This is an optimization exercise on Yosys and OpenROAD, whose aim is small area, a short achievable clock period and few clock cycles, not a production implementation. RTL that was checked went through simulation tests only; none was proved equivalent to the original. No functional check of the RTL was part of runs 3, 5 and 6.

$ cat flow/run.sh
#!/bin/bash
# The standard layout, with the port buffers made of the smallest buffer cell
# (buffer_ports otherwise picks sky130_fd_sc_hd__clkdlybuf4s50_1).
set -euo pipefail
export BUFFER_PORTS_ARGS="-buffer_cell sky130_fd_sc_hd__buf_1"
bash standard.sh > standard_make.log 2>&1
$ cat standard.sh
#!/bin/bash
# synth_recipe.tcl (not shown) runs the flow's synth.tcl, then flattens the netlist and writes it again
# the make line also repeats each setting of config.mk as NAME=value (left out here)
make -C /OpenROAD-flow-scripts/flow DESIGN_CONFIG=/design/flow/config.mk WORK_HOME=/design/flow/orfs CLKGATE_MAP_FILE= SYNTH_SCRIPT=/design/flow/synth_recipe.tcl "${@:-finish}"
$ cat config.mk
export PLATFORM = sky130hd
export DESIGN_NAME = serper_unit
export DESIGN_NICKNAME = serper_unit
export VERILOG_FILES = /design/flow/design.v
export SDC_FILE = /design/flow/constraint.sdc
export NUM_CORES = 4
export LEC_CHECK = 0
export CAP_MARGIN = 20
export CORE_MARGIN = 2
export CORE_UTILIZATION = 55
export SETUP_SLACK_MARGIN = 5
export SLEW_MARGIN = 20
$ cat constraint.sdc
create_clock -name core_clock -period 12.0 [get_ports {clk}]
set_input_delay 2.4000 -clock core_clock [delete_from_list [all_inputs] [get_ports {clk}]]
set_output_delay 2.4000 -clock core_clock [all_outputs]
set_load 0.01 [all_outputs]
$ cat design.v
module serper_unit (
    input  wire        clk,
    input  wire        rst,
    input  wire        in_valid,
    output wire        in_ready,
    input  wire [15:0] in_w,
    input  wire        in_draining,
    input  wire        in_ce,
    input  wire        in_brk,
    input  wire        in_nine,
    input  wire [15:0] in_bit_time,
    input  wire [18:0] in_frame,
    input  wire [31:0] in_now,
    input  wire [31:0] in_done_at,
    input  wire [18:0] in_frozen_rem,
    input  wire [18:0] in_accum,
    output wire        out_valid,
    output wire        out_noop,
    output wire [19:0] out_baud,
    output wire [18:0] out_tx_period,
    output wire [16:0] out_rx_period,
    output wire        out_resc,
    output wire        out_sched,
    output wire [15:0] out_bit_time,
    output wire [18:0] out_frame,
    output wire [31:0] out_time
);
    localparam [1:0] S_IDLE = 2'd0, S_MUL = 2'd1, S_DIV = 2'd2;
    reg  [1:0]  st;
    reg  [2:0]  cnt;
    reg  [15:0] period;
    reg         period_set;
    reg         vld_q, noop_q, resc_q, nine_q, ce_q, brk_q, qv_q;
    reg  [31:0] now_q;
    reg  [15:0] dvs;
    reg  [16:0] dvs3;        
    reg  [18:0] aq;
    reg  [35:0] x;
    wire [15:0] m1_in = {1'b0, in_w[14:0]} + 16'd1;
    wire noop = period_set && (in_w == period);
    wire resc = !noop && in_draining && (m1_in != in_bit_time);
    wire [32:0] dd    = {1'b0, in_done_at} - {1'b0, in_now};
    wire [18:0] rem_c = dd[32] ? 19'd0 : dd[18:0];
    wire [18:0] mn_a  = (in_accum < in_frame) ? in_accum : in_frame;
    wire [18:0] opa   = in_ce ? (in_brk ? in_frozen_rem : rem_c) : mn_a;
    assign in_ready = (st == S_IDLE);
    wire acc   = in_valid && in_ready;
    wire a_zero = in_ce ? (in_brk ? (in_frozen_rem == 19'd0)
                                  : (dd[32] || in_done_at[18:0] == in_now[18:0]))
                        : (in_accum == 19'd0 || in_frame == 19'd0);
    wire start = resc && !a_zero;
    wire [15:0] hinit = in_ce ? in_bit_time - 16'd1 : 16'd0;
    wire [14:0] m  = period[14:0];
    wire [15:0] m1 = {1'b0, m} + 16'd1;
    reg [17:0] rate;
    always @(*) begin
        if      (m > 15'd31112) rate = 18'd110;
        else if (m > 15'd11440) rate = 18'd300;
        else if (m > 15'd5729)  rate = 18'd600;
        else if (m > 15'd2864)  rate = 18'd1200;
        else if (m > 15'd1432)  rate = 18'd2400;
        else if (m > 15'd715)   rate = 18'd4800;
        else if (m > 15'd357)   rate = 18'd9600;
        else if (m > 15'd237)   rate = 18'd14400;
        else if (m > 15'd178)   rate = 18'd19200;
        else if (m > 15'd108)   rate = 18'd31400;
        else if (m > 15'd88)    rate = 18'd38400;
        else if (m > 15'd58)    rate = 18'd57600;
        else if (m > 15'd28)    rate = 18'd115200;
        else if (m > 15'd25)    rate = 18'd128000;
        else if (m > 15'd12)    rate = 18'd256000;
        else                    rate = 18'd110;
    end
    assign out_baud = period[15] ? {1'b0, rate, 1'b0} : {2'b00, rate};
    wire [18:0] m8m2 = {1'b0, m, 3'b000} + {3'b000, m, 1'b0};
    assign out_tx_period = m8m2 + {4'd0, period[15] ? m : 15'd0}
                         + (period[15] ? 19'd11 : 19'd10);
    assign out_frame     = m8m2 + {4'd0, nine_q ? m : 15'd0}
                         + (nine_q ? 19'd11 : 19'd10);
    wire rx_big = period[15] ? (m >= 15'd82) : (m >= 15'd90);
    assign out_rx_period = rx_big ? out_tx_period[18:2] : 17'd227;
    assign out_bit_time  = m1;
    assign out_valid = vld_q;
    assign out_noop  = noop_q;
    assign out_resc  = resc_q;
    assign out_sched = resc_q && ce_q && !brk_q;
    wire [31:0] tadd = (ce_q && !brk_q) ? now_q : 32'd0;
    assign out_time  = tadd + {12'd0, qv_q ? x[19:0] : 20'd0};
    function [2:0] ncyc(input [15:0] n);
        ncyc = (n[15:8] != 8'd0) ? 3'd2 : 3'd1;
    endfunction
    wire [2:0] nc    = ncyc(m1);
    wire [2:0] c4 = (m1[15:12] != 4'd0) ? 3'd4 :
                    (m1[11:8]  != 4'd0) ? 3'd3 :
                    (m1[7:4]   != 4'd0) ? 3'd2 : 3'd1;
    wire [2:0] dlast = c4;
    wire [43:0] msum  = {8'd0, x}
                      + {9'd0, aq & {19{x[0]}}, 16'd0}
                      + {8'd0, aq & {19{x[1]}}, 17'd0}
                      + {7'd0, aq & {19{x[2]}}, 18'd0}
                      + {6'd0, aq & {19{x[3]}}, 19'd0}
                      + {5'd0, aq & {19{x[4]}}, 20'd0}
                      + {4'd0, aq & {19{x[5]}}, 21'd0}
                      + {3'd0, aq & {19{x[6]}}, 22'd0}
                      + {2'd0, aq & {19{x[7]}}, 23'd0};
    wire [35:0] x_mul = msum[43:8];
    wire [35:0] x_mul4 = msum[39:4];
    reg  [35:0] x_div;
    reg  [17:0] t, t1, t2, t3;
    reg  [1:0]  qd;
    integer i;
    always @(*) begin
        x_div = x;
        for (i = 0; i < 2; i = i + 1) begin
            t  = x_div[35:18];
            t1 = t - {2'b00, dvs};
            t2 = t - {1'b0, dvs, 1'b0};
            t3 = t - {1'b0, dvs3};
            qd = !t3[17] ? 2'd3 : !t2[17] ? 2'd2 : !t1[17] ? 2'd1 : 2'd0;
            case (qd)
                2'd3:    x_div = {t3[15:0], x_div[17:0], qd};
                2'd2:    x_div = {t2[15:0], x_div[17:0], qd};
                2'd1:    x_div = {t1[15:0], x_div[17:0], qd};
                default: x_div = {t[15:0],  x_div[17:0], qd};
            endcase
        end
    end
    always @(posedge clk) begin
        if (rst) begin
            st         <= S_IDLE;
            period     <= 16'h0000;
            period_set <= 1'b0;
            vld_q      <= 1'b0;
        end else begin
            vld_q <= 1'b0;
            case (st)
                S_IDLE: if (acc) begin
                    if (!noop) begin
                        period     <= in_w;
                        period_set <= 1'b1;
                    end
                    if (start)
                        st    <= S_MUL;
                    else
                        vld_q <= 1'b1;
                end
                S_MUL: if (cnt + 3'd1 == nc)
                    st <= S_DIV;
                default: if (cnt == dlast) begin
                    vld_q <= 1'b1;
                    st    <= S_IDLE;
                end
            endcase
        end
    end
    always @(posedge clk) begin : datapath
            case (st)
                S_IDLE: begin
                    noop_q <= noop;
                    resc_q <= resc;
                    nine_q <= in_nine;
                    ce_q   <= in_ce;
                    brk_q  <= in_brk;
                    now_q  <= in_now;
                    dvs    <= in_bit_time;
                    dvs3   <= {1'b0, in_bit_time} + {in_bit_time, 1'b0};
                    aq     <= opa;
                    qv_q   <= start;
                    x      <= ({36'd0, hinit} << 16) | {4'd0, 16'd0, m1_in};
                    cnt    <= 3'd0;
                end
                S_MUL: begin
                    x   <= x_mul;
                    cnt <= cnt + 3'd1;
                    if (cnt + 3'd1 == nc) begin
                        if (c4[0])
                            x <= x_mul4;
                        cnt <= 3'd0;
                    end
                end
                default: begin
                    x   <= x_div;
                    cnt <= cnt + 3'd1;
                end
            endcase
    end
endmodule
==> reports/qor.yml, run 1 <==
clocking:
  clk_latency_ns: 0.45
  clock_sinks: 148
  cts_max_path_buffers: 2
  cts_tree: "built"
  root_buffer: "clkbuf_16"
  path_clk_slew_ns: 0.07
  h-tree-depth: 4
  hold_buffers: 0
  cts_made_buffers: 17
global_route:
  antenna_found_initial: 11
  overflow: 0
  grt_pass1_wl_mm: 128
  grt_usage: 0.349
  grt_pass1_vias: 23300
  grt_max_degree: 57
placed_design:
  gp_congestion: 1.10
  dp_hpwl_mm: 66.6
  dp_slack_ns: 4.44
  port_buffers: 285
worst_setup_path:
  path_buf_inv: 1
  worstPathCellList: "ha_1, a21o_1, a21oi_2, o21bai_1, a21oi_2, o21bai_1, a211o_1, nor2_2, xnor2_1, ha_1, ha_4, and4_1, o31a_1, o21ai_2, o2bb2ai_4, xnor2_2, and2_1, clkbuf_2"
  crit_family: "compound AO/OA/AOI/OAI gates"
  critPathLaunchType: "register"
  required_ns: 9.60
  cp_slowest_cell: "dfxtp_4"
  cp-end-kind: "output port"
  timing_worst_setup_path_type: "register to output port"
  reg2regPathDepth: 25
  worstPathMaxFanout: 7
  critical_path_arrival_ns: 4.44
  critical-path-max-stage-delay_ns: 0.38
  cp.depth: 18
die:
  fp.dieH_um: 216
  design.core.area_um2: 44200
  start_util: 0.558
  die-area_um2: 46600
  die_w_um: 216
  rows: 77
  io_pins: 288
worst_hold_path:
  hold_depth: 2
  hold_path_class: "register to register"
sta:
  worst_slew_pin_slew_ns: 0.974
  min_period_over_period: 0.570
  slew_headroom: 0.350
  rsz0062_at_grt: "yes"
  max_freq_mhz: 146
  tns_ns: 0
  hold_viol_final: 0
  layout_min_cycle_time_ns: 6.84
  setup_violations: 0
  fin_ws_ns: 5.16
  drv_slew: 0
  fin_worst_skew_ns: 0.00965
logic_synthesis:
  netlist-cell-type-count: 90
  ys.flop_type: "edfxtp_1"
  synth_edf_count: 89
  syn_area_per_cell_um2: 8.21
  syn_area_um2: 24700
  ys_ff_latch: 148
  yosys_warnings: 1
  async_reset_ff_frac: 0
  synth_cells: 3005
  synth-seq-area-share: 0.156
final_layout:
  syn2layout_area_growth_pct: 11.6
  final_util: 0.623
  nFillCells: 3989
  num-nets-final: 3878
  drive_gt1_frac: 0.0610
route:
  routed.top_layer: "met5"
  drt_first_pass_iters: 6
  routedLengthMet1_mm: 34.0
  wl_met3_mm: 6.14
  wl_mm: 83.1
  vias: 23900
  routedWlPerCell_um: 21.4
  antenna_left: 0
  drtIter0Drc: 2225
  routed_via_density: 6.16
  drc: 0
  route.met2.wl_mm: 39.1
run:
  max_cap_viol_count: 0
outcome:
  status: "no timing/DRC/antenna violations"
-- cell families (layout without fill, tap and decap cells) --
logic type / after synthesis / after routing / synth area share
compound gates: 757 / 757 / 0.205
xor+xnor: 232 / 232 / 0.0824
fa+ha+maj: 454 / 454 / 0.271
buf+inv: 333 / 601 / 0.0517
flops: 148 / 148 / 0.156
mux: 73 / 74 / 0.0301
other cells: 1 / 8 / 0.000152
simple gates: 1007 / 1009 / 0.203
-- final timing paths --
kind | from | to | slack (ns)
min | period_set | period_set | 0.48
min reg2reg | period_set | period_set | 0.48
max | period[3] | out_rx_period[14] | 5.16
max reg2reg | x[19] | x[28] | 5.20
-- tightest hold or removal path, cell delays in order (launching register included) --
cell,delay (ns)
dfxtp_1,0.33
nor2_1,0.04
nor2_1,0.07
-- state kept, by name, summed over array words and instances, names as in the netlist, 2 cells and up --
name    count
dvs        15
period     16
now_q      32
aq         19
cnt         3
x          36
st          2
dvs3       17
-- synth_stat cells (all sizes together), types with 19 or more instances --
cell type | count | area [µm²]
nor2 | 189 | 709
nand3 | 53 | 265
or3 | 20 | 125
o211ai | 20 | 150
ha | 319 | 3990
buf | 19 | 96.3
o21a | 39 | 293
a21oi | 171 | 856
fa | 135 | 2700
a21boi | 21 | 158
a211oi | 22 | 170
mux2i | 66 | 661
nand2b | 39 | 244
xnor2 | 167 | 1460
o21ai | 190 | 955
xor2 | 65 | 569
nand2 | 311 | 1170
o21bai | 22 | 165
edfxtp | 89 | 2670
clkbuf | 85 | 319
nor4 | 25 | 156
a21o | 66 | 495
inv | 229 | 860
nor3 | 47 | 235
and2 | 187 | 1170
dfxtp | 59 | 1180
nor2b | 36 | 225
and3 | 29 | 181
-- metrics by stage --
stage                     instances  area, µm²  hold slack, ns
after global routing           3873      27500           0.537
after CTS                      3840      27100           0.472
after detailed placement       3794      26200           0.457
final                          3875      27500           0.476
after floorplan                3006      24700           0.432
after global placement         3794      26200           0.444
-- repair_timing --
item                                    CTS  global route
gates resized for setup                  55            48
pin swaps                                 5            24
endpoints found under the setup margin   47            38
buffers inserted                         13            27
gates cloned                              1             2
-- cell usage in the layout (no fill, tap or decap), drive strengths merged, types with 20 or more instances in the layout --
master,synthesis,routed
a211oi,22,22
a21boi,21,21
a21o,66,66
a21oi,171,171
and2,187,187
and3,29,29
buf,19,339
clkbuf,85,21
dfxtp,59,59
edfxtp,89,89
fa,135,135
ha,319,319
inv,229,234
mux2i,66,66
nand2,311,311
nand2b,39,39
nand3,53,53
nor2,189,189
nor2b,36,37
nor3,47,47
nor4,25,25
o211ai,20,20
o21a,39,39
o21ai,190,190
o21bai,22,22
or3,20,20
xnor2,167,167
xor2,65,65
-- area by class of cell --
class / instances / area, µm² / share of cell area
clock buffers: 20 / 480 / 0.0174
clock inverters: 12 / 90.1 / 0.00327
repair buffers: 340 / 1510 / 0.0548
well taps: 592 / 741 / 0.0269
multi-input cells: 2528 / 20000 / 0.725
flip-flops and latches: 148 / 3890 / 0.141
diodes: 6 / 15.0 / 0.000545
inverters: 229 / 863 / 0.0314
-- metal layers --
metal  GRT usage  up-vias
li1            -    11200
met1       0.442    11400
met2       0.586      975
met3      0.0610      211
met4       0.149       12
met5           0        -
Testbench counts, summed over its fixed seeds: cycles 8,052.
==> run 2: changes to the inputs <==
--- a/config.mk
+++ b/config.mk
@@ -7,6 +7,6 @@
 export LEC_CHECK = 0
 export CAP_MARGIN = 20
 export CORE_MARGIN = 2
-export CORE_UTILIZATION = 55
+export CORE_UTILIZATION = 40
 export SETUP_SLACK_MARGIN = 5
 export SLEW_MARGIN = 20
==> reports/qor.yml, run 2 <==
outcome:
  status: "no timing/DRC/antenna violations"
logic_synthesis:
  muxShareOfSynthArea: 0.0301
  yosys.area_share.simple: 0.203
  syn_area_um2: 24700
  synth_compound_area_frac: 0.205
  yosys_warnings: 1
  synth_cells: 3005
  ys_ff_latch: 148
  yosysTopAreaCell: "ha_1"
  async_reset_ff_frac: 0
  netlist-cell-type-count: 90
  yosys-top-cells-count: "ha_1, nand2_1, inv_1, nor2_1"
  synth_top_area_frac: 0.162
  ys.flop_type: "edfxtp_1"
  synth_top_family_by_area: "adder cells"
  synth_edf_count: 89
  syn_area_per_cell_um2: 8.21
  yosys.area_share.xor_xnor: 0.0824
  ys_top_cells_by_area: "ha_1, fa_1, edfxtp_1, xnor2_1, dfxtp_1"
  synthAdderAreaFrac: 0.271
  synth.most_common_cell: "ha_1"
  synth-seq-area-share: 0.156
worst_setup_path:
  rrSetupSlack_ns: 5.27
  crit_family: "compound AO/OA/AOI/OAI gates"
  worstPathCellList: "ha_2, fa_2, a21o_1, a21oi_2, o21bai_1, a21o_1, a21oi_2, o21bai_1, xor2_1, ha_1, ha_4, or2_2, a21oi_2, a31oi_2, a31oi_2, nor2b_1, o21ai_2, mux2i_1, clkbuf_2"
  path_buf_inv: 1
  critical-path-max-stage-delay_ns: 0.39
  required_ns: 9.60
  cp_slowest_cell: "dfxtp_4"
  critPathLaunchType: "register"
  critical_path_arrival_ns: 4.44
  crit_top_cell: "a21oi_2"
  worstPathMaxFanout: 12
  cp-end-kind: "output port"
  timing_worst_setup_path_type: "register to output port"
die:
  io_pins: 288
  die-area_um2: 63700
  rows: 91
  design.core.area_um2: 61400
  die_w_um: 252
  start_util: 0.402
  fp.dieH_um: 252
clocking:
  h-tree-depth: 4
  root_buffer: "clkbuf_16"
  clk_latency_ns: 0.44
  path_clk_slew_ns: 0.07
  clock_sinks: 148
  cts_tree: "built"
  cts_made_buffers: 17
  cts_max_path_buffers: 2
placed_design:
  dp.cells: 4000
  dp_slack_ns: 4.48
  dp_hpwl_mm: 64.0
  gp_congestion: 0.948
  port_buffers: 285
route:
  routed_via_density: 5.64
  antenna_left: 0
  drtIter0Drc: 1734
  drt_first_pass_iters: 6
  drc: 0
  routedWlPerCell_um: 19.3
  vias: 22900
  wl_mm: 78.4
sta:
  rsz0062_at_grt: "no"
  layout_min_cycle_time_ns: 6.84
  setup_violations: 0
  tns_ns: 0
  worst_slew_pin_slew_ns: 1.12
  whs_ns: 0.475
  slew_headroom: 0.249
  fin_ws_ns: 5.16
  fin_worst_skew_ns: 0.0138
  drv_slew: 0
  max_freq_mhz: 146
  hold_viol_final: 0
  min_period_over_period: 0.570
final_layout:
  num-nets-final: 3867
  largest_reg_flops: 36
  multi_input_area_um2: 19800
  final_cell_count_no_fill: 4058
  layout_commonest_cell: "ha_1"
  final_cell_mix: "ha_1, nand2_1, buf_1, inv_1, nor2_1"
  syn2layout_area_growth_pct: 11.8
  biggestRegsByFlops: "x: 36 flops, now_q: 32 flops, aq: 19 flops"
  largest_register: "x"
  final-seq-area_um2: 3880
  nFillCells: 6197
  drive_gt1_frac: 0.0514
worst_hold_path:
  hold_path_class: "register to register"
global_route:
  grt_usage: 0.240
  grt_max_degree: 58
  antenna_found_initial: 5
  grt_pass1_vias: 21900
  grt_pass1_wl_mm: 121
  overflow: 0
run:
  max_cap_viol_count: 0
==> run 2: cell counts after synthesis <==
Identical to the previous run, type by type.
==> run 2: through the flow <==
stage	area, µm²	utilization
final	27600	0.449
after global routing	27600	0.449
after CTS	27300	0.444
after detailed placement	26500	0.432
after global placement	26500	0.432
after floorplan	24700	-
==> run 2: path summary, 6_finish.rpt <==
path | startpoint | to | cells after the start
setup / recovery | period[2] | out_rx_period[15] | 19
hold / removal | period_set | period_set | 2
setup reg to reg | x[19] | x[34] | 25
hold reg to reg | period_set | period_set | 2
==> run 2: cell type report <==
class / count / share of cell area
clock buffers: 20 / 0.0170
multi-input cells: 2526 / 0.719
well taps: 790 / 0.0358
diodes: 2 / 0.000182
inverters: 229 / 0.0313
clock inverters: 12 / 0.00340
flip-flops and latches: 148 / 0.141
repair buffers: 331 / 0.0528
==> run 2: worst min-delay path, delay by kind of cell (launching register included) <==
family           cells  cell delay [ns]
flip-flops           1             0.32
AND/OR/NAND/NOR      2             0.12
==> run 2: timing repair <==
action                     CTS  global route
pin swaps                    3            20
resized for setup           39            48
gates cloned                 0             2
setup endpoints to repair   41            39
hold buffers                 0             0
buffers inserted             9            13
==> run 2: cells by family after synthesis <==
| kind of cell | count (synthesis) |
|---|---|
| AND/OR/NAND/NOR | 1007 |
| AO/OA/AOI/OAI | 757 |
| adder cells (fa/ha/maj) | 454 |
| buffers and inverters | 333 |
| XOR/XNOR | 232 |
| flip-flops | 148 |
| multiplexers | 73 |
| other | 1 |
==> run 2: routing by layer <==
metal / global-route usage / wire length (µm) / vias up
met2: 0.390 / 36000 / 708
met3: 0.0378 / 5290 / 74
met1: 0.333 / 35600 / 10900
met4: 0.0583 / 1520 / 6
li1: - / - / 11200
met5: 0 / 36 / -
==> run 3: changes to the inputs <==
--- a/design.v
+++ b/design.v
@@ -26,8 +26,11 @@
     output wire [31:0] out_time
 );
     localparam [1:0] S_IDLE = 2'd0, S_MUL = 2'd1, S_DIV = 2'd2;
-    reg  [1:0]  st;
-    reg  [2:0]  cnt;
+    localparam [1:0] E_EMPTY = 2'd0, E_RUN = 2'd1, E_DONE = 2'd2;
+    reg  [1:0]  st;          
+    reg  [1:0]  eng;         
+    reg  [2:0]  cnt;         
+    reg         mcnt;        
     reg  [15:0] period;
     reg         period_set;
     reg         vld_q, noop_q, resc_q, nine_q, ce_q, brk_q, qv_q;
@@ -35,7 +38,7 @@
     reg  [15:0] dvs;
     reg  [16:0] dvs3;        
     reg  [18:0] aq;
-    reg  [35:0] x;
+    reg  [35:0] xm, xd;
     wire [15:0] m1_in = {1'b0, in_w[14:0]} + 16'd1;
     wire noop = period_set && (in_w == period);
     wire resc = !noop && in_draining && (m1_in != in_bit_time);
@@ -85,32 +88,33 @@
     assign out_resc  = resc_q;
     assign out_sched = resc_q && ce_q && !brk_q;
     wire [31:0] tadd = (ce_q && !brk_q) ? now_q : 32'd0;
-    assign out_time  = tadd + {12'd0, qv_q ? x[19:0] : 20'd0};
-    function [2:0] ncyc(input [15:0] n);
-        ncyc = (n[15:8] != 8'd0) ? 3'd2 : 3'd1;
+    assign out_time  = tadd + {12'd0, qv_q ? xd[19:0] : 20'd0};
+    function [2:0] nib(input [15:0] n);
+        nib = (n[15:12] != 4'd0) ? 3'd4 :
+              (n[11:8]  != 4'd0) ? 3'd3 :
+              (n[7:4]   != 4'd0) ? 3'd2 : 3'd1;
     endfunction
-    wire [2:0] nc    = ncyc(m1);
-    wire [2:0] c4 = (m1[15:12] != 4'd0) ? 3'd4 :
-                    (m1[11:8]  != 4'd0) ? 3'd3 :
-                    (m1[7:4]   != 4'd0) ? 3'd2 : 3'd1;
-    wire [2:0] dlast = c4;
-    wire [43:0] msum  = {8'd0, x}
-                      + {9'd0, aq & {19{x[0]}}, 16'd0}
-                      + {8'd0, aq & {19{x[1]}}, 17'd0}
-                      + {7'd0, aq & {19{x[2]}}, 18'd0}
-                      + {6'd0, aq & {19{x[3]}}, 19'd0}
-                      + {5'd0, aq & {19{x[4]}}, 20'd0}
-                      + {4'd0, aq & {19{x[5]}}, 21'd0}
-                      + {3'd0, aq & {19{x[6]}}, 22'd0}
-                      + {2'd0, aq & {19{x[7]}}, 23'd0};
-    wire [35:0] x_mul = msum[43:8];
-    wire [35:0] x_mul4 = msum[39:4];
+    wire [2:0] c4    = nib(m1);
+    wire [2:0] c4_in = nib(m1_in);
+    wire [2:0] c4_e  = (st == S_MUL) ? c4 : c4_in;
+    wire       mlast = mcnt || (c4_e <= 3'd2);
+    wire [43:0] msum  = {8'd0, xm}
+                      + {9'd0, aq & {19{xm[0]}}, 16'd0}
+                      + {8'd0, aq & {19{xm[1]}}, 17'd0}
+                      + {7'd0, aq & {19{xm[2]}}, 18'd0}
+                      + {6'd0, aq & {19{xm[3]}}, 19'd0}
+                      + {5'd0, aq & {19{xm[4]}}, 20'd0}
+                      + {4'd0, aq & {19{xm[5]}}, 21'd0}
+                      + {3'd0, aq & {19{xm[6]}}, 22'd0}
+                      + {2'd0, aq & {19{xm[7]}}, 23'd0};
+    wire [35:0] x_mul = (mlast && c4_e[0]) ? msum[39:4] : msum[43:8];
+    wire [35:0] xm_load = {4'd0, hinit, m1_in};
     reg  [35:0] x_div;
     reg  [17:0] t, t1, t2, t3;
     reg  [1:0]  qd;
     integer i;
     always @(*) begin
-        x_div = x;
+        x_div = xd;
         for (i = 0; i < 2; i = i + 1) begin
             t  = x_div[35:18];
             t1 = t - {2'b00, dvs};
@@ -125,9 +129,16 @@
             endcase
         end
     end
+    wire e_load = (eng == E_EMPTY) && in_valid;            
+    wire e_step = (eng == E_RUN);
+    wire p_ready = (eng == E_DONE) || (e_step && mlast);
+    wire go_acc = acc && start && p_ready;
+    wire go_mul = (st == S_MUL) && e_step && mlast;
+    wire go_div = go_acc || go_mul;
     always @(posedge clk) begin
         if (rst) begin
             st         <= S_IDLE;
+            eng        <= E_EMPTY;
             period     <= 16'h0000;
             period_set <= 1'b0;
             vld_q      <= 1'b0;
@@ -139,49 +150,54 @@
                         period     <= in_w;
                         period_set <= 1'b1;
                     end
-                    if (start)
-                        st    <= S_MUL;
+                    if (!start)
+                        vld_q <= 1'b1;
+                    else if (go_acc)
+                        st <= S_DIV;
                     else
-                        vld_q <= 1'b1;
+                        st <= S_MUL;
                 end
-                S_MUL: if (cnt + 3'd1 == nc)
+                S_MUL: if (go_mul)
                     st <= S_DIV;
-                default: if (cnt == dlast) begin
+                default: if (cnt == c4) begin
                     vld_q <= 1'b1;
                     st    <= S_IDLE;
                 end
             endcase
+            if (go_div || (acc && !start))
+                eng <= E_EMPTY;      
+            else if (e_load)
+                eng <= E_RUN;
+            else if (e_step && mlast)
+                eng <= E_DONE;
         end
     end
     always @(posedge clk) begin : datapath
-            case (st)
-                S_IDLE: begin
-                    noop_q <= noop;
-                    resc_q <= resc;
-                    nine_q <= in_nine;
-                    ce_q   <= in_ce;
-                    brk_q  <= in_brk;
-                    now_q  <= in_now;
-                    dvs    <= in_bit_time;
-                    dvs3   <= {1'b0, in_bit_time} + {in_bit_time, 1'b0};
-                    aq     <= opa;
-                    qv_q   <= start;
-                    x      <= ({36'd0, hinit} << 16) | {4'd0, 16'd0, m1_in};
-                    cnt    <= 3'd0;
-                end
-                S_MUL: begin
-                    x   <= x_mul;
-                    cnt <= cnt + 3'd1;
-                    if (cnt + 3'd1 == nc) begin
-                        if (c4[0])
-                            x <= x_mul4;
-                        cnt <= 3'd0;
-                    end
-                end
-                default: begin
-                    x   <= x_div;
-                    cnt <= cnt + 3'd1;
-                end
-            endcase
+        if (st == S_IDLE) begin
+            noop_q <= noop;
+            resc_q <= resc;
+            nine_q <= in_nine;
+            ce_q   <= in_ce;
+            brk_q  <= in_brk;
+            now_q  <= in_now;
+            dvs    <= in_bit_time;
+            dvs3   <= {1'b0, in_bit_time} + {in_bit_time, 1'b0};
+            qv_q   <= start;
+        end
+        if (e_load) begin
+            xm   <= xm_load;
+            aq   <= opa;
+            mcnt <= 1'b0;
+        end else if (e_step) begin
+            xm   <= x_mul;
+            mcnt <= 1'b1;
+        end
+        if (go_div) begin
+            xd  <= (eng == E_DONE) ? xm : x_mul;
+            cnt <= 3'd0;
+        end else begin
+            xd  <= x_div;
+            cnt <= cnt + 3'd1;
+        end
     end
 endmodule
==> reports/qor.yml, run 3 <==
clocking:
  path_clk_slew_ns: 0.09
  cts_made_buffers: 17
  clk_latency_ns: 0.50
  cts_tree: "built"
  root_buffer: "clkbuf_16"
  h-tree-depth: 4
  clock_sinks: 187
  cts_max_path_buffers: 2
sta:
  fin_worst_skew_ns: 0.0208
  whs_ns: 0.425
  rsz0062_at_grt: "yes"
  setup_violations: 0
  hold_viol_final: 0
  layout_min_cycle_time_ns: 6.97
  tns_ns: 0
  drv_slew: 0
  slew_headroom: 0.374
  worst_slew_pin_slew_ns: 0.939
  fin_ws_ns: 5.03
  min_period_over_period: 0.581
  max_freq_mhz: 144
route:
  routedWlPerCell_um: 19.6
  antenna_left: 0
  routed_via_density: 5.62
  drtIter0Drc: 2201
  drc: 0
  vias: 24300
  drt_first_pass_iters: 6
  wl_mm: 84.7
logic_synthesis:
  synth-seq-area-share: 0.188
  syn_area_per_cell_um2: 8.26
  netlist-cell-type-count: 88
  ys.flop_type: "edfxtp_1"
  ys_top_cells_by_area: "ha_1, edfxtp_1, fa_1, xnor2_1, dfxtp_1"
  synth.most_common_cell: "ha_1"
  yosysTopAreaCell: "ha_1"
  async_reset_ff_frac: 0
  ys_ff_latch: 187
  yosys_warnings: 1
  synth_cells: 3195
  yosys-top-cells-count: "ha_1, nor2_1, a21oi_1, nand2_1, inv_1"
  syn_area_um2: 26400
  synth_edf_count: 121
  synth_top_area_frac: 0.152
final_layout:
  num-nets-final: 4050
  drive_gt1_frac: 0.0603
  final-seq-area_um2: 4970
  final_cell_mix: "ha_1, buf_1, nor2_1, nand2_1, inv_1"
  multi_input_area_um2: 20400
  nFillCells: 6662
  layout_commonest_cell: "ha_1"
  final_cell_count_no_fill: 4314
  biggestRegsByFlops: "xd: 36 flops, xm: 36 flops, now_q: 32 flops"
  syn2layout_area_growth_pct: 12.2
die:
  design.core.area_um2: 65500
  die-area_um2: 68000
  io_pins: 288
  start_util: 0.403
  fp.dieH_um: 261
  die_w_um: 261
  rows: 94
global_route:
  overflow: 0
  met1_usage: 0.335
  grt_usage: 0.245
  antenna_found_initial: 2
  grt.met2_usage: 0.408
  grt_max_degree: 66
  busiest_layer: "met2"
  grt_pass1_vias: 22900
  gr-usage-met3: 0.0254
  grt_pass1_wl_mm: 130
placed_design:
  dp_hpwl_mm: 68.7
  gp_congestion: 0.949
  port_buffers: 285
  dp_slack_ns: 4.70
  dp.cells: 4243
worst_setup_path:
  timing_worst_setup_path_type: "register to output port"
  cp_slowest_cell: "fa_2"
  cp-end-kind: "output port"
  required_ns: 9.60
  critical_path_arrival_ns: 4.57
  critPathLaunchType: "register"
  critical-path-max-stage-delay_ns: 0.38
  worstPathMaxFanout: 3
  worstPathCellList: "ha_4, fa_2, a21o_1, a21oi_2, o21bai_1, a21oi_2, nor2b_1, o21a_1, nor2_1, xnor2_1, ha_1, ha_4, or2_4, a21oi_2, a311oi_2, o21ai_1, a21boi_1, o21ai_1, xor2_1, and2_1, buf_2"
  crit_top_cell: "a21oi_2"
run:
  max_cap_viol_count: 0
worst_hold_path:
  hold_path_class: "register to register"
outcome:
  status: "no timing/DRC/antenna violations"
-- run 3: cell count changes in the layout (fill, tap and decap cells not counted), moves of 13 or more --
cell,before,now
nand2_1,311,241
edfxtp_1,89,121
a21oi_1,165,230
nand3_1,53,68
buf_4,42,55
o21ai_0,175,158
nor2_1,188,266
a21o_1,66,52
o22ai_1,4,30
-- run 3: repair_timing --
| item | CTS | global route |
|---|---|---|
| resized for setup | 40 | 78 |
| cloned | 0 | 1 |
| endpoints found under the setup margin | 45 | 43 |
| pin swaps | 6 | 41 |
| setup buffers | 12 | 23 |
| hold buffers | 0 | 0 |
-- run 3: cells by family (layout without fill, tap and decap cells) --
| logic type | count (synthesis) | count (layout) | share of synthesized area |
|---|---|---|---|
| flip-flops | 187 | 187 | 0.188 |
| multiplexers | 59 | 59 | 0.0225 |
| AO/OA/AOI/OAI | 819 | 819 | 0.201 |
| AND/OR/NAND/NOR | 1077 | 1077 | 0.204 |
| other | 1 | 4 | 0.000142 |
| buffers and inverters | 365 | 617 | 0.0532 |
| adder cells (fa/ha/maj) | 455 | 455 | 0.254 |
| XOR/XNOR | 232 | 232 | 0.0770 |
-- run 3: layout make-up --
cell class,count,share of cell area
clock buffer,17,0.0144
multi-input combinational,2644,0.691
antenna,2,0.000169
inverter,238,0.0303
timing repair buffer,347,0.0537
clock inverter,15,0.00626
tap,864,0.0365
sequential,187,0.168
-- run 3: critical path: cells and delay by family, from the launching register on --
kind | cells | cell delay, ns
compound gates | 10 | 1.56
xor+xnor | 2 | 0.37
fa+ha+maj | 4 | 1.08
buf+inv | 1 | 0.12
flops | 1 | 0.37
simple gates | 4 | 0.57
-- run 3: path summary, 6_finish.rpt --
| path | slack (ns) | from | depth (start not counted) | end |
|---|---|---|---|---|
| worst min register to register | 0.42 | xd[4] | 2 | xd[8] |
| worst max-delay path | 5.03 | period[2] | 21 | out_rx_period[15] |
| worst min-delay path | 0.42 | xd[4] | 2 | xd[8] |
| worst max register to register | 5.35 | xd[19] | 25 | xd[35] |
-- run 3: through the flow --
stage,utilization,cell area [µm²]
2_1_floorplan,-,26400
3_3_place_gp,0.431,28300
3_5_place_dp,0.431,28300
4_1_cts,0.444,29100
5_1_grt,0.452,29600
6_report,0.452,29600
-- run 3: metal layers --
layer | up-vias | part of all wire
li1 | 11800 | -
met1 | 11600 | 0.45
met5 | - | 0
met4 | 0 | 0.026
met3 | 142 | 0.049
met2 | 702 | 0.48
==> run 4: changes to the inputs <==
--- a/design.v
+++ b/design.v
@@ -26,9 +26,8 @@
     output wire [31:0] out_time
 );
     localparam [1:0] S_IDLE = 2'd0, S_MUL = 2'd1, S_DIV = 2'd2;
-    localparam [1:0] E_EMPTY = 2'd0, E_RUN = 2'd1, E_DONE = 2'd2;
     reg  [1:0]  st;          
-    reg  [1:0]  eng;         
+    reg         erun;        
     reg  [2:0]  cnt;         
     reg         mcnt;        
     reg  [15:0] period;
@@ -129,16 +128,16 @@
             endcase
         end
     end
-    wire e_load = (eng == E_EMPTY) && in_valid;            
-    wire e_step = (eng == E_RUN);
-    wire p_ready = (eng == E_DONE) || (e_step && mlast);
-    wire go_acc = acc && start && p_ready;
-    wire go_mul = (st == S_MUL) && e_step && mlast;
+    wire [2:0] steps_in = (c4_in > 3'd2) ? 3'd2 : 3'd1;
+    wire e_start = (st == S_DIV) ? (in_valid && (cnt + steps_in > c4))
+                                 : (acc && start);
+    wire go_acc = acc && start && erun && mlast;
+    wire go_mul = (st == S_MUL) && mlast;
     wire go_div = go_acc || go_mul;
     always @(posedge clk) begin
         if (rst) begin
             st         <= S_IDLE;
-            eng        <= E_EMPTY;
+            erun       <= 1'b0;
             period     <= 16'h0000;
             period_set <= 1'b0;
             vld_q      <= 1'b0;
@@ -165,11 +164,9 @@
                 end
             endcase
             if (go_div || (acc && !start))
-                eng <= E_EMPTY;      
-            else if (e_load)
-                eng <= E_RUN;
-            else if (e_step && mlast)
-                eng <= E_DONE;
+                erun <= 1'b0;        
+            else if (!erun && e_start)
+                erun <= 1'b1;
         end
     end
     always @(posedge clk) begin : datapath
@@ -184,16 +181,16 @@
             dvs3   <= {1'b0, in_bit_time} + {in_bit_time, 1'b0};
             qv_q   <= start;
         end
-        if (e_load) begin
+        if (!erun) begin
             xm   <= xm_load;
             aq   <= opa;
             mcnt <= 1'b0;
-        end else if (e_step) begin
+        end else begin
             xm   <= x_mul;
             mcnt <= 1'b1;
         end
         if (go_div) begin
-            xd  <= (eng == E_DONE) ? xm : x_mul;
+            xd  <= x_mul;
             cnt <= 3'd0;
         end else begin
             xd  <= x_div;
==> reports/qor.yml, run 4 <==
logic_synthesis:
  yosys-top-cells-count: "ha_1, nand2_1, inv_1, nor2_1, and2_1"
  ys.flop_type: "dfxtp_1"
  yosys_warnings: 1
  ys_top_cells_by_area: "ha_1, fa_1, edfxtp_1, dfxtp_1, xnor2_1"
  synth-seq-area-share: 0.176
  syn_area_um2: 26200
  synth_cells: 3139
  synth_edf_count: 89
  yosysTopAreaCell: "ha_1"
  synth.most_common_cell: "ha_1"
  ys_ff_latch: 186
  syn_area_per_cell_um2: 8.33
  synth_top_area_frac: 0.155
  async_reset_ff_frac: 0
  netlist-cell-type-count: 99
global_route:
  antenna_found_initial: 9
  overflow: 0
  grt_pass1_wl_mm: 126
  grt_pass1_vias: 22400
  grt_max_degree: 64
  grt_usage: 0.237
worst_setup_path:
  timing_worst_setup_path_type: "register to output port"
  critPathLaunchType: "register"
  required_ns: 9.60
  rrSetupSlack_ns: 5.27
  reg2reg_to: "xd[31]"
  reg2regPathDepth: 22
  cp-end-kind: "output port"
  worstPathMaxFanout: 3
  r2r-start: "dvs[1]"
  critical_path_arrival_ns: 4.62
sta:
  setup_violations: 0
  whs_ns: 0.445
  worst_slew_pin_slew_ns: 1.07
  drv_slew: 0
  tns_ns: 0
  max_freq_mhz: 142
  min_period_over_period: 0.585
  fin_worst_skew_ns: 0.0169
  layout_min_cycle_time_ns: 7.02
  fin_ws_ns: 4.98
  hold_viol_final: 0
  slew_headroom: 0.276
  rsz0062_at_grt: "yes"
worst_hold_path:
  hold_depth: 2
  hold_path_class: "register to register"
  hold_end: "xd[17]"
  min_from: "xd[13]"
clocking:
  root_buffer: "clkbuf_16"
  cts_tree: "built"
  cts_max_path_buffers: 2
  clock_sinks: 186
  clk_latency_ns: 0.48
  cts_made_buffers: 17
  h-tree-depth: 4
  path_clk_slew_ns: 0.09
  hold_buffers: 0
die:
  io_pins: 288
  design.core.area_um2: 64600
  fp.dieH_um: 260
  die_w_um: 260
  start_util: 0.405
  die-area_um2: 67400
  rows: 93
placed_design:
  gp_congestion: 0.926
  port_buffers: 285
  placed_cell_area_um2: 28000
  dp_slack_ns: 4.64
  dp_hpwl_mm: 65.7
  dp.cells: 4185
route:
  routed_via_density: 5.56
  drt_first_pass_iters: 6
  drc: 0
  vias: 23700
  routedWlPerCell_um: 19.2
  drtIter0Drc: 1729
  wl_mm: 81.6
  antenna_left: 0
final_layout:
  nFillCells: 6535
  biggestRegsByFlops: "xd: 36 flops, xm: 36 flops, now_q: 32 flops"
  final_cell_mix: "ha_1, buf_1, nand2_1, inv_1, nor2_1"
  layout_commonest_cell: "ha_1"
  num-nets-final: 4006
  fin_area_um2: 29300
  final_util: 0.454
  drive_gt1_frac: 0.0683
  syn2layout_area_growth_pct: 12.1
  final_cell_count_no_fill: 4259
outcome:
  status: "no timing/DRC/antenna violations"
run:
  max_cap_viol_count: 0
==> run 4: how the worst max path moves through the flow <==
stage	startpoint	depth (start not counted)	end	slack, ns
3_3_place_gp	period[3]	18	out_frame[16]	4.75
6_report	period[0]	20	out_rx_period[14]	4.98
4_1_cts	period[0]	21	out_rx_period[14]	4.90
5_1_grt	period[0]	20	out_rx_period[14]	4.74
3_5_place_dp	period[2]	19	out_rx_period[14]	4.64
2_1_floorplan	period[0]	18	out_rx_period[14]	5.40
==> run 4: area by class of cell <==
cell class / count / area [µm²] / share of cell area
multi-input cells: 2603 / 20500 / 0.701
well taps: 855 / 1070 / 0.0365
repair buffers: 338 / 1530 / 0.0523
flip-flops and latches: 186 / 4650 / 0.159
inverters: 240 / 908 / 0.0310
clock inverters: 14 / 143 / 0.00487
clock buffers: 18 / 450 / 0.0154
diodes: 5 / 12.5 / 0.000427
==> run 4: critical path, stage by stage, from the launching register on <==
cell      delay, ns
dfxtp_4        0.38
ha_4           0.17
fa_2           0.40
a21oi_2        0.17
nor2_2         0.05
nor2_2         0.10
o21bai_1       0.10
a21oi_2        0.17
buf_4          0.15
xnor2_4        0.13
ha_4           0.23
ha_4           0.16
or3_4          0.34
o31ai_4        0.29
o21ai_2        0.08
or3_4          0.37
a21o_1         0.20
a21oi_2        0.19
xor2_1         0.19
and2_1         0.14
buf_2          0.12
==> run 4: logic make-up after synthesis <==
kind of cell,synth area share
adder cells (fa/ha/maj),0.259
XOR/XNOR,0.0823
AND/OR/NAND/NOR,0.204
AO/OA/AOI/OAI,0.189
buffers and inverters,0.0521
multiplexers,0.0371
flip-flops,0.176
other,0.000143
==> run 4: repair_timing <==
item                                    in CTS  in global routing
buffers inserted                            15                 21
gates resized for setup                     35                 62
cloned                                       0                  1
pin swaps                                    8                 18
endpoints found under the setup margin      35                 44
==> run 4: metal layers <==
metal | up-vias | routed length [µm] | global-route usage
met1 | 11300 | 37700 | 0.331
met4 | 8 | 2300 | 0.0720
li1 | 11600 | - | -
met5 | - | 47 | 0
met3 | 120 | 4320 | 0.0335
met2 | 633 | 37300 | 0.378
Testbench counts of run 4, summed over its fixed seeds: cycles 7,366.
==> run 5: changes to the inputs <==
--- a/design.v
+++ b/design.v
@@ -93,9 +93,20 @@
               (n[11:8]  != 4'd0) ? 3'd3 :
               (n[7:4]   != 4'd0) ? 3'd2 : 3'd1;
     endfunction
+    function nopad_f(input [15:0] n, input [2:0] c);
+        case (c)
+            3'd1:    nopad_f = (n <= 16'd1);
+            3'd2:    nopad_f = (n <= 16'd23);
+            3'd3:    nopad_f = (n <= 16'd372);
+            default: nopad_f = (n <= 16'd5957);
+        endcase
+    endfunction
     wire [2:0] c4    = nib(m1);
     wire [2:0] c4_in = nib(m1_in);
+    wire       np    = nopad_f(m1, c4);
+    wire       np_in = nopad_f(m1_in, c4_in);
     wire [2:0] c4_e  = (st == S_MUL) ? c4 : c4_in;
+    wire       np_e  = (st == S_MUL) ? np : np_in;
     wire       mlast = mcnt || (c4_e <= 3'd2);
     wire [43:0] msum  = {8'd0, xm}
                       + {9'd0, aq & {19{xm[0]}}, 16'd0}
@@ -106,7 +117,10 @@
                       + {4'd0, aq & {19{xm[5]}}, 21'd0}
                       + {3'd0, aq & {19{xm[6]}}, 22'd0}
                       + {2'd0, aq & {19{xm[7]}}, 23'd0};
-    wire [35:0] x_mul = (mlast && c4_e[0]) ? msum[39:4] : msum[43:8];
+    wire        sh0   = mlast && c4_e[0] && np_e;
+    wire        sh4   = mlast && (c4_e[0] ^ np_e);
+    wire [35:0] x_sh  = sh0 ? msum[35:0] : sh4 ? msum[39:4] : msum[43:8];
+    wire [35:0] x_mul = {x_sh[35:4], (mlast && np_e) ? 4'd0 : x_sh[3:0]};
     wire [35:0] xm_load = {4'd0, hinit, m1_in};
     reg  [35:0] x_div;
     reg  [17:0] t, t1, t2, t3;
@@ -129,7 +143,7 @@
         end
     end
     wire [2:0] steps_in = (c4_in > 3'd2) ? 3'd2 : 3'd1;
-    wire e_start = (st == S_DIV) ? (in_valid && (cnt + steps_in > c4))
+    wire e_start = (st == S_DIV) ? (in_valid && (cnt + steps_in > c4 - {2'd0, np}))
                                  : (acc && start);
     wire go_acc = acc && start && erun && mlast;
     wire go_mul = (st == S_MUL) && mlast;
@@ -158,7 +172,7 @@
                 end
                 S_MUL: if (go_mul)
                     st <= S_DIV;
-                default: if (cnt == c4) begin
+                default: if (cnt == c4 - {2'd0, np}) begin
                     vld_q <= 1'b1;
                     st    <= S_IDLE;
                 end
==> reports/qor.yml, run 5 <==
outcome:
  status: "no timing/DRC/antenna violations"
die:
  io_pins: 288
  die_w_um: 264
  rows: 95
  start_util: 0.403
  fp.dieH_um: 264
  design.core.area_um2: 67000
  die-area_um2: 69600
worst_hold_path:
  hold_path_class: "register to register"
  hold_depth: 2
worst_setup_path:
  critPathLaunch: "period[2]"
  critPathLaunchType: "register"
  reg2regPathDepth: 17
  endpoint: "out_rx_period[15]"
  critical_path_arrival_ns: 4.59
  rrSetupSlack_ns: 5.29
  required_ns: 9.60
  r2r-start: "xm[2]"
  reg2reg_to: "xm[27]"
  worstPathMaxFanout: 5
  timing_worst_setup_path_type: "register to output port"
  cp-end-kind: "output port"
route:
  antenna_left: 0
  drt_first_pass_iters: 6
  routed_via_density: 5.71
  drtIter0Drc: 2468
  vias: 25200
  routedWlPerCell_um: 20.0
  wl_mm: 88.5
  drc: 0
placed_design:
  port_buffers: 285
  gp_congestion: 0.966
  placed_cell_area_um2: 28900
  dp.cells: 4348
  dp_hpwl_mm: 70.7
sta:
  min_period_over_period: 0.583
  fin_worst_skew_ns: 0.0158
  slew_headroom: 0.251
  setup_violations: 0
  drv_slew: 0
  rsz0062_at_grt: "yes"
  hold_viol_final: 0
  tns_ns: 0
  worst_slew_pin_slew_ns: 1.11
  max_freq_mhz: 143
  layout_min_cycle_time_ns: 6.99
clocking:
  cts_max_path_buffers: 2
  path_clk_slew_ns: 0.08
  root_buffer: "clkbuf_16"
  clock_sinks: 186
  h-tree-depth: 4
  cts_tree: "built"
  cts_made_buffers: 17
  clk_latency_ns: 0.47
logic_synthesis:
  synth_top_area_frac: 0.151
  yosys.area_share.simple: 0.206
  muxShareOfSynthArea: 0.0327
  ys.flop_type: "dfxtp_1"
  yosys_warnings: 1
  synthAdderAreaFrac: 0.252
  yosys-top-cells-count: "ha_1, nand2_1, nor2_1, inv_1, a21oi_1"
  ys_top_cells_by_area: "ha_1, fa_1, edfxtp_1, dfxtp_1, xnor2_1"
  syn_area_um2: 27000
  netlist-cell-type-count: 106
  syn_area_per_cell_um2: 8.24
  synth_compound_area_frac: 0.208
  synth_edf_count: 89
  async_reset_ff_frac: 0
  yosys.area_share.xor_xnor: 0.0793
  synth_cells: 3278
  ys_ff_latch: 186
  yosysTopAreaCell: "ha_1"
  synth_top_family_by_area: "adder cells"
  synth-seq-area-share: 0.171
  synth.most_common_cell: "ha_1"
final_layout:
  final_cell_mix: "ha_1, buf_1, nand2_1, nor2_1, inv_1"
  layout_commonest_cell: "ha_1"
  num-nets-final: 4154
  biggestRegsByFlops: "xd: 36 flops, xm: 36 flops, now_q: 32 flops"
  final_cell_count_no_fill: 4419
  nFillCells: 6807
  drive_gt1_frac: 0.0720
  syn2layout_area_growth_pct: 12.1
  fin_area_um2: 30300
global_route:
  grt_usage: 0.248
  grt_max_degree: 63
  grt_pass1_wl_mm: 138
  gr-usage-met3: 0.0501
  busiest_layer: "met2"
  antenna_found_initial: 4
  overflow: 0
  grt_pass1_vias: 23900
  met1_usage: 0.348
  grt.met2_usage: 0.399
run:
  max_cap_viol_count: 0
run 5: changes by cell type after synthesis, moves of 10 or more:
| cell | before | now |
|---|---|---|
| o21ai_1 | 1 | 33 |
| o21a_1 | 42 | 52 |
| a21o_1 | 48 | 64 |
| nor2_1 | 207 | 238 |
| and3_1 | 34 | 22 |
| xor2_1 | 60 | 75 |
| xnor2_1 | 175 | 165 |
| a221oi_1 | 3 | 14 |
| a221o_1 | 16 | 6 |
run 5: how the worst min path moves through the flow:
stage,start,to,slack [ns]
final,xd[10],xd[14],0.45
after global routing,xd[8],xd[12],0.47
after detailed placement,xd[8],xd[12],0.44
after global placement,xd[10],xd[14],0.44
after CTS,xd[10],xd[14],0.45
after floorplan,erun,mcnt,0.33
run 5: cell type report:
class | count | area (µm²) | share of cell area
tap | 873 | 1090 | 0.0361
timing repair buffer | 351 | 1630 | 0.0540
multi-input combinational | 2743 | 21400 | 0.708
antenna | 2 | 5.00 | 0.000165
clock buffer | 17 | 425 | 0.0141
clock inverter | 15 | 161 | 0.00533
sequential | 186 | 4630 | 0.153
inverter | 232 | 880 | 0.0291
run 5: worst max-delay path, stage by stage (launching register included):
cell	delay (ns)
dfxtp_4	0.38
ha_4	0.17
fa_2	0.37
a21o_1	0.20
a21oi_2	0.15
o21bai_1	0.11
a21oi_2	0.18
nor2b_1	0.06
o21a_1	0.22
o31ai_4	0.21
nand2b_1	0.12
xor2_2	0.17
ha_1	0.32
ha_4	0.29
inv_2	0.03
a311oi_2	0.28
o21ai_1	0.12
a21boi_1	0.17
o21ai_1	0.11
xor2_1	0.17
and2_1	0.16
buf_2	0.13
run 5: per-stage QoR:
step                      setup WS [ns]  hold slack [ns]   util
after floorplan                    5.38            0.329      -
after global placement             4.77            0.441  0.432
after detailed placement           4.62            0.439  0.432
after CTS                          4.92            0.450  0.444
after global routing               4.72            0.473  0.451
final                              5.01            0.454  0.452
run 5: kinds of logic (layout without fill, tap and decap cells):
| logic type | count (synthesis) | in the layout |
|---|---|---|
| simple gates | 1101 | 1101 |
| compound gates | 849 | 849 |
| fa+ha+maj | 463 | 463 |
| buf+inv | 350 | 615 |
| xor+xnor | 242 | 242 |
| flops | 186 | 186 |
| mux | 86 | 86 |
| other cells | 1 | 4 |
run 5: layer usage:
layer / vias to the layer above / share of wire
met1: 12000 / 0.45
met5: - / 0.0015
met2: 884 / 0.45
met3: 99 / 0.083
li1: 12200 / -
met4: 8 / 0.017
run 5: timing repair:
item                                    in CTS  in global routing
pin swaps                                    3                 32
setup buffers                                9                 27
gates resized for setup                     43                 85
endpoints found under the setup margin      46                 53
hold buffers                                 0                  0
cloned                                       1                  0
==> run 6: changes to the inputs <==
--- a/design.v
+++ b/design.v
@@ -30,7 +30,8 @@
     reg         erun;        
     reg  [2:0]  cnt;         
     reg         mcnt;        
-    reg  [15:0] period;
+    reg         pb;          
+    reg  [15:0] pn;          
     reg         period_set;
     reg         vld_q, noop_q, resc_q, nine_q, ce_q, brk_q, qv_q;
     reg  [31:0] now_q;
@@ -39,7 +40,7 @@
     reg  [18:0] aq;
     reg  [35:0] xm, xd;
     wire [15:0] m1_in = {1'b0, in_w[14:0]} + 16'd1;
-    wire noop = period_set && (in_w == period);
+    wire noop = period_set && (in_w[15] == pb) && (m1_in == pn);
     wire resc = !noop && in_draining && (m1_in != in_bit_time);
     wire [32:0] dd    = {1'b0, in_done_at} - {1'b0, in_now};
     wire [18:0] rem_c = dd[32] ? 19'd0 : dd[18:0];
@@ -52,34 +53,31 @@
                         : (in_accum == 19'd0 || in_frame == 19'd0);
     wire start = resc && !a_zero;
     wire [15:0] hinit = in_ce ? in_bit_time - 16'd1 : 16'd0;
-    wire [14:0] m  = period[14:0];
-    wire [15:0] m1 = {1'b0, m} + 16'd1;
+    wire [15:0] m1 = pn;
     reg [17:0] rate;
     always @(*) begin
-        if      (m > 15'd31112) rate = 18'd110;
-        else if (m > 15'd11440) rate = 18'd300;
-        else if (m > 15'd5729)  rate = 18'd600;
-        else if (m > 15'd2864)  rate = 18'd1200;
-        else if (m > 15'd1432)  rate = 18'd2400;
-        else if (m > 15'd715)   rate = 18'd4800;
-        else if (m > 15'd357)   rate = 18'd9600;
-        else if (m > 15'd237)   rate = 18'd14400;
-        else if (m > 15'd178)   rate = 18'd19200;
-        else if (m > 15'd108)   rate = 18'd31400;
-        else if (m > 15'd88)    rate = 18'd38400;
-        else if (m > 15'd58)    rate = 18'd57600;
-        else if (m > 15'd28)    rate = 18'd115200;
-        else if (m > 15'd25)    rate = 18'd128000;
-        else if (m > 15'd12)    rate = 18'd256000;
-        else                    rate = 18'd110;
-    end
-    assign out_baud = period[15] ? {1'b0, rate, 1'b0} : {2'b00, rate};
-    wire [18:0] m8m2 = {1'b0, m, 3'b000} + {3'b000, m, 1'b0};
-    assign out_tx_period = m8m2 + {4'd0, period[15] ? m : 15'd0}
-                         + (period[15] ? 19'd11 : 19'd10);
-    assign out_frame     = m8m2 + {4'd0, nine_q ? m : 15'd0}
-                         + (nine_q ? 19'd11 : 19'd10);
-    wire rx_big = period[15] ? (m >= 15'd82) : (m >= 15'd90);
+        if      (m1 > 16'd31113) rate = 18'd110;
+        else if (m1 > 16'd11441) rate = 18'd300;
+        else if (m1 > 16'd5730)  rate = 18'd600;
+        else if (m1 > 16'd2865)  rate = 18'd1200;
+        else if (m1 > 16'd1433)  rate = 18'd2400;
+        else if (m1 > 16'd716)   rate = 18'd4800;
+        else if (m1 > 16'd358)   rate = 18'd9600;
+        else if (m1 > 16'd238)   rate = 18'd14400;
+        else if (m1 > 16'd179)   rate = 18'd19200;
+        else if (m1 > 16'd109)   rate = 18'd31400;
+        else if (m1 > 16'd89)    rate = 18'd38400;
+        else if (m1 > 16'd59)    rate = 18'd57600;
+        else if (m1 > 16'd29)    rate = 18'd115200;
+        else if (m1 > 16'd26)    rate = 18'd128000;
+        else if (m1 > 16'd13)    rate = 18'd256000;
+        else                     rate = 18'd110;
+    end
+    assign out_baud = pb ? {1'b0, rate, 1'b0} : {2'b00, rate};
+    wire [18:0] m8m2 = {m1, 3'b000} + {2'b00, m1, 1'b0};
+    assign out_tx_period = m8m2 + {3'd0, pb ? m1 : 16'd0};
+    assign out_frame     = m8m2 + {3'd0, nine_q ? m1 : 16'd0};
+    wire rx_big = pb ? (m1 >= 16'd83) : (m1 >= 16'd91);
     assign out_rx_period = rx_big ? out_tx_period[18:2] : 17'd227;
     assign out_bit_time  = m1;
     assign out_valid = vld_q;
@@ -152,7 +150,8 @@
         if (rst) begin
             st         <= S_IDLE;
             erun       <= 1'b0;
-            period     <= 16'h0000;
+            pb         <= 1'b0;
+            pn         <= 16'd1;
             period_set <= 1'b0;
             vld_q      <= 1'b0;
         end else begin
@@ -160,7 +159,8 @@
             case (st)
                 S_IDLE: if (acc) begin
                     if (!noop) begin
-                        period     <= in_w;
+                        pb         <= in_w[15];
+                        pn         <= m1_in;
                         period_set <= 1'b1;
                     end
                     if (!start)
@@ -203,12 +203,12 @@
             xm   <= x_mul;
             mcnt <= 1'b1;
         end
-        if (go_div) begin
+        if (st == S_DIV) begin
+            xd  <= x_div;
+            cnt <= cnt + 3'd1;
+        end else begin
             xd  <= x_mul;
             cnt <= 3'd0;
-        end else begin
-            xd  <= x_div;
-            cnt <= cnt + 3'd1;
         end
     end
 endmodule
==> reports/qor.yml, run 6 <==
sta:
  worst_slew_pin_slew_ns: 1.07
  tns_ns: 0
  setup_violations: 0
  layout_min_cycle_time_ns: 6.74
  drv_slew: 0
  rsz0062_at_grt: "no"
  max_freq_mhz: 148
  hold_viol_final: 0
  fin_worst_skew_ns: 0.0267
  slew_headroom: 0.286
  min_period_over_period: 0.562
route:
  routedWlPerCell_um: 19.7
  wl_mm: 84.5
  drtIter0Drc: 1872
  drc: 0
  drt_first_pass_iters: 6
  vias: 23900
  antenna_left: 0
  routed_via_density: 5.58
logic_synthesis:
  yosys_warnings: 1
  ys_top_cells_by_area: "ha_1, fa_1, edfxtp_1, dfxtp_1, xnor2_1"
  async_reset_ff_frac: 0
  netlist-cell-type-count: 99
  synth_cells: 3142
  synth_edf_count: 89
  ys.flop_type: "dfxtp_1"
  synth.most_common_cell: "ha_1"
  yosys-top-cells-count: "ha_1, nand2_1, nor2_1, inv_1, o21ai_0"
  yosysTopAreaCell: "ha_1"
  ys_ff_latch: 187
  syn_area_um2: 26000
  synth_top_area_frac: 0.144
  synth-seq-area-share: 0.178
  syn_area_per_cell_um2: 8.28
worst_setup_path:
  cp_slowest_cell: "dfxtp_4"
  cp-end-kind: "output port"
  worstPathCellList: "ha_1, fa_2, a21o_1, a21oi_2, o21bai_1, a21oi_2, o21bai_1, a21oi_2, xnor2_2, ha_2, or2_2, a21oi_2, a311oi_2, o21a_1, o21a_1, o21ai_2, xnor2_1, and2_1, clkbuf_2"
  crit_top_cell: "a21oi_2"
  critical-path-max-stage-delay_ns: 0.39
  required_ns: 9.60
  critical_path_arrival_ns: 4.34
  timing_worst_setup_path_type: "register to output port"
  critPathLaunchType: "register"
  crit_family: "compound AO/OA/AOI/OAI gates"
  path_buf_inv: 1
  worstPathMaxFanout: 9
global_route:
  grt_max_degree: 71
  grt_pass1_wl_mm: 129
  overflow: 0
  grt_usage: 0.246
  grt_pass1_vias: 22400
  antenna_found_initial: 3
final_layout:
  final_cell_mix: "ha_1, buf_1, nand2_1, nor2_1, inv_1"
  layout_commonest_cell: "ha_1"
  multi_input_area_um2: 20300
  biggestRegsByFlops: "xd: 36 flops, xm: 36 flops, now_q: 32 flops"
  syn2layout_area_growth_pct: 11.9
  drive_gt1_frac: 0.0619
  final-seq-area_um2: 4650
  nFillCells: 6569
  num-nets-final: 4005
die:
  rows: 93
  design.core.area_um2: 64300
  die-area_um2: 67100
  fp.dieH_um: 259
  io_pins: 288
  die_w_um: 259
  start_util: 0.404
clocking:
  root_buffer: "clkbuf_16"
  h-tree-depth: 4
  cts_tree: "built"
  clk_latency_ns: 0.51
  clock_sinks: 187
  cts_made_buffers: 17
  path_clk_slew_ns: 0.08
  cts_max_path_buffers: 2
  hold_buffers: 0
placed_design:
  port_buffers: 285
  dp_hpwl_mm: 68.4
  gp_congestion: 0.948
worst_hold_path:
  hold_path_class: "register to register"
run:
  max_cap_viol_count: 0
outcome:
  status: "no timing/DRC/antenna violations"
==> run 6: cell types whose count changed in the layout (fill, tap and decap cells not counted), sizes merged, moves of 13 or more <==
cell,delta
ha,-28
o21a,-20
nand3,-17
o31ai,-16
nor3,-15
nand2,-14
xor2,-13
==> run 6: final cells by class <==
| class | count | area share |
|---|---|---|
| multi-input cells | 2624 | 0.698 |
| flip-flops and latches | 187 | 0.160 |
| repair buffers | 351 | 0.0551 |
| well taps | 855 | 0.0367 |
| inverters | 229 | 0.0295 |
| clock buffers | 17 | 0.0146 |
| clock inverters | 15 | 0.00584 |
| diodes | 2 | 0.000172 |
==> run 6: kinds of logic (layout without fill, tap and decap cells) <==
family                     count (synthesis)  after routing  synth area share
and+or+nand+nor                         1036           1036             0.201
AOI/OAI and AO/OA                        825            825             0.205
adders and majority gates                435            435             0.248
buffers and inverters                    332            612            0.0505
xor gates and xnor gates                 240            240            0.0814
DFF                                      187            187             0.178
muxes                                     86             86            0.0352
other                                      1              4          0.000144
==> run 6: what timing repair did <==
action / 4_1_cts / 5_1_grt
resized for setup: 26 / 47
pin swaps: 2 / 16
gates cloned: 0 / 2
endpoints found under the setup margin: 43 / 43
buffers inserted: 5 / 33
==> run 6: path summary, 6_finish.rpt <==
kind                 from                end  slack [ns]  cells past startpoint
setup / recovery    pn[2]  out_rx_period[15]        5.26                     19
hold / removal     xd[13]             xd[17]        0.44                      2
setup reg to reg  dvs3[1]             xd[21]        5.33                     22
hold reg to reg    xd[13]             xd[17]        0.44                      2
==> run 6: worst register-to-register path: cells and delay by family, from the launching register on <==
kind	cells	cell delay [ns]
adder cells (fa/ha/maj)	2	0.53
AO/OA/AOI/OAI	13	3.37
AND/OR/NAND/NOR	5	1.50
buffers and inverters	1	0.13
multiplexers	1	0.56
flip-flops	1	0.47
==> run 6: through the flow <==
stage               utilization  hold slack (ns)  std cells  instance area, µm²  worst slack [ns]
floorplan                     -            0.354       3143               26000              5.67
global placement          0.434            0.432       4205               27900              4.63
detailed placement        0.434            0.431       4205               27900              4.44
CTS                       0.446            0.443       4242               28700              4.96
global route              0.452            0.452       4279               29100              4.96
finish                    0.452            0.439       4280               29100              5.26
==> run 6: layer usage <==
layer | global-route usage | wire [µm] | up-vias
li1 | - | - | 11700
met1 | 0.340 | 38700 | 11400
met2 | 0.394 | 38600 | 708
met3 | 0.0360 | 5110 | 89
met4 | 0.0766 | 2000 | 4
met5 | 0 | 22 | -

[port drivers added, routing unchanged]
How much do the figures lean on ideal ports? The routed layouts below were timed once more, with nothing changed but the port constraints.
Step 1, drivers: a clkbuf_16 drives clk and a buf_2 each remaining input, both assumed.
Step 2 times the ports against the registers' clock, not the clock port: input delays grow and output delays shrink by t, the midpoint of the rising clock arrivals with the driver on.
a / b / c = ideal / step 1 / step 2; a / b = the first two.
run	shift t [ns]	setup WS [ns]	worst setup path at the end	worst data-port slew with drivers (ns)	cell pins on the clock port's net
run 1	0.507	5.164 / 5.103 / 5.202	register to register	0.14	1
run 2	0.489	5.157 / 5.101 / 5.272	register to register	0.09	1
run 3	0.548	5.031 / 4.975 / 5.100	input to register	0.08	1
run 4	0.532	4.977 / 4.919 / 4.789	input to register	0.15	1
run 5	0.519	5.006 / 4.951 / 4.911	input to register	0.17	1
run 6	0.565	5.260 / 5.196 / 5.005	input to register	0.09	1
After both steps every run listed still meets setup and hold. For run 6, which loses most, drivers alone change the setup slack by -0.064 ns; drivers and shift together by -0.255 ns.
